Context: an optimization exercise on an open-source flow, tuned for small area. The choices shown serve that exercise and are no tape-out recipe.
In this exercise RTL edits were held to simulation tests only and were not proved equivalent to the original.
No activity file was given, so power comes from the tool's default toggle rates.

build 83:
// adc_seq
module adc_seq (
    input  wire        clk,
    input  wire        rst,
    input  wire        cmd_valid,
    input  wire [31:0] cmd_word,
    input  wire [31:0] cmd_addr,
    input  wire [31:0] cmd_a,
    input  wire [31:0] cmd_b,
    output wire        ready,
    output wire        rsp_valid,
    output wire [1:0]  rsp_kind,
    output wire [31:0] rsp_data,
    input  wire        rsp_take,
    output wire        busy,
    output wire        fault,
    output wire [2:0]  fault_cause,
    output wire [31:0] fault_info,
    output wire [15:0] pin_oe,
    output wire [15:0] pin_out,
    output wire        conv_start,
    output wire [4:0]  conv_ch,
    output wire        conv_trusted,
    input  wire        conv_done,
    input  wire [11:0] conv_data
);
Settings: LEC_CHECK=0, ABC_AREA=1, CAP_MARGIN=20, CORE_MARGIN=2, CORE_UTILIZATION=60, PLACE_DENSITY=0.9, SLEW_MARGIN=20; clock period 6.0 ns.
standard.sh (not shown) runs the stock make flow with config.mk's settings and CLKGATE_MAP_FILE= SYNTH_SCRIPT=/design/flow/synth_recipe.tcl, a recipe that flattens the netlist after the stock synthesis.
==> flow/flow/run.sh <==
#!/bin/bash
# Layout: the standard flow (standard.sh), with these changes:
#  - after the standard synthesis (run unchanged), the combinational logic of
#    its netlist is re-mapped by ABC with an area-recovering script
#    (flow/remap.tcl, flow/remap.abc); the flip-flops keep their instances,
#    names and cell types. If anything in that step fails, or the flip-flops
#    do not come out the same, the standard netlist is kept;
#  - buffer_ports buffers every input and output port with
#    sky130_fd_sc_hd__buf_1 (left to itself it picks a 10 um2 delay buffer);
#  - the clock tree is built from clkbuf_4 with clusters of at most 8 sinks
#    and no dummy loads.
# Each tool's full output goes to a log here: standard_synth.log,
# remap.log, standard_finish.log; ORFS writes each step's log under orfs/logs.
set -euo pipefail
W=$PWD
R=$W/orfs/results/$FLOW_PLATFORM/adc_seq/base
bash standard.sh synth > standard_synth.log 2>&1
cp "$R/1_2_yosys.v" "$W/standard_1_2_yosys.v"

YOSYS=$(command -v yosys || echo "$FLOW_HOME/../tools/install/yosys/bin/yosys")
ffs() { grep -oE '^\s*sky130_fd_sc_hd__[a-z]*df[a-z0-9_]* +\S+' "$1" | sort; }
ok=0
if REMAP_IN="$W/standard_1_2_yosys.v" REMAP_OUT="$W/remap_1_2_yosys.v" \
   REMAP_LIB="$FLOW_HOME/platforms/$FLOW_PLATFORM/lib/sky130_fd_sc_hd__tt_025C_1v80.lib" \
   REMAP_STUB="$W/flow/ffstub.v" REMAP_ABC="$W/flow/remap.abc" REMAP_TOP="$FLOW_TOP" \
   "$YOSYS" -c "$W/flow/remap.tcl" > remap.log 2>&1; then
  if [[ -s remap_1_2_yosys.v ]] && diff <(ffs standard_1_2_yosys.v) <(ffs remap_1_2_yosys.v) >> remap.log 2>&1 \
     && [[ $(ffs standard_1_2_yosys.v | wc -l) -gt 0 ]]; then
    ok=1
  fi
fi
if [[ $ok == 1 ]]; then
  echo "remap: using the re-mapped netlist" >> remap.log
  cp remap_1_2_yosys.v "$R/1_2_yosys.v"
  rm -f "$R/1_synth.odb" "$R/1_synth.sdc"
else
  echo "remap: keeping the standard netlist" >> remap.log
fi

bash standard.sh \
  "BUFFER_PORTS_ARGS=-buffer_cell sky130_fd_sc_hd__buf_1" \
  "CTS_ARGS=-sink_clustering_enable -repair_clock_nets -buf_list sky130_fd_sc_hd__clkbuf_4 -sink_clustering_size 8 -sink_clustering_max_diameter 40 -dont_use_dummy_load" \
  finish > standard_finish.log 2>&1
Other scripts of this flow, unchanged in this note and not shown: flow/flow/ffstub.v, flow/flow/remap.abc, flow/flow/remap.tcl
In summary, build 83 completed successfully, with a layout that passed the timing, design-rule and antenna checks.
diff inputs: build 83 => build 48
-- flow/design.v --
<<< build 83, line 45
    reg        eoc, settled, conv_busy;
    reg [3:0]  st;
    reg [31:0] d_n;          
    wire [31:0] d = ~d_n;
    wire idle = (st == S_IDLE);
    wire stab = (st == S_STAB);
>>> build 48, line 45
    reg        eoc, settled, conv_busy;
    reg [3:0]  st;
    reg [31:0] d;            
    wire idle = (st == S_IDLE);
    wire stab = (st == S_STAB);
<<< build 83, line 232
    always @(posedge clk) begin
        if (idle | (poll & eoc))
            d_n <= ~rdata;
        else if (stab)
            d_n[3:0] <= ~(d[3:0] + 4'd1);
        if (rst) begin
            st <= S_IDLE;
>>> build 48, line 231
    always @(posedge clk) begin
        if (idle | (poll & eoc))
            d <= rdata;
        else if (stab)
            d[3:0] <= d[3:0] + 4'd1;
        if (rst) begin
            st <= S_IDLE;
[summary]
Build 83 → build 48: critical path depth now sits lower; setup slack rose by 0.14 ns. Compared build 48 vs build 83, and multi-input combinational cell area is up in build 48. Going from build 83 to build 48, the maximum frequency from static timing analysis was found to have gone up by about 2.6%. Compared with build 83, in build 48 worst setup slack before clock tree synthesis increased by 0.11 ns relative to the old numbers, total power climbed 170 uW, area after synthesis went up 1.5%, growth of design area from synthesis to finish did not really move. In build 48, global-route usage is higher than in build 83. Build 48 against build 83: routed wire length increased 2.9 mm; die height increased 0.74%. Final critical delay including setup and external delays sits lower in build 48 than in build 83.

==> afterwards: timing with drivers on the ports <==
The results above use ideal ports. As a check the final layouts listed here were re-extracted and re-timed, cells and wires unchanged. Step 1, drivers: a clkbuf_16 drives clk and a buf_2 each remaining input, both assumed. Step 2, shift: input delay + t, output delay - t, t = (earliest + latest rising clock arrival at the registers) / 2. This alone moves slack from input paths to output paths. a / b / c = ideal ports / drivers / drivers and shift; a / b = the first two.
| run | shift t [ns] | slack for setup (ns) | slew at the worst register clock pin (ns) | worst slew at a driven data input, ns |
|---|---|---|---|---|
| build 83 | 0.666 | 0.330 / 0.351 / -0.315 | 0.10 / 0.10 | 0.05 |
| build 48 | 0.649 | 0.471 / 0.491 / -0.158 | 0.10 / 0.10 | 0.08 |
With both steps, setup timing fails in build 83 and build 48, where it was met with ideal ports. For build 83, which loses most, drivers alone change the setup slack by +0.021 ns; drivers and shift together by -0.645 ns.
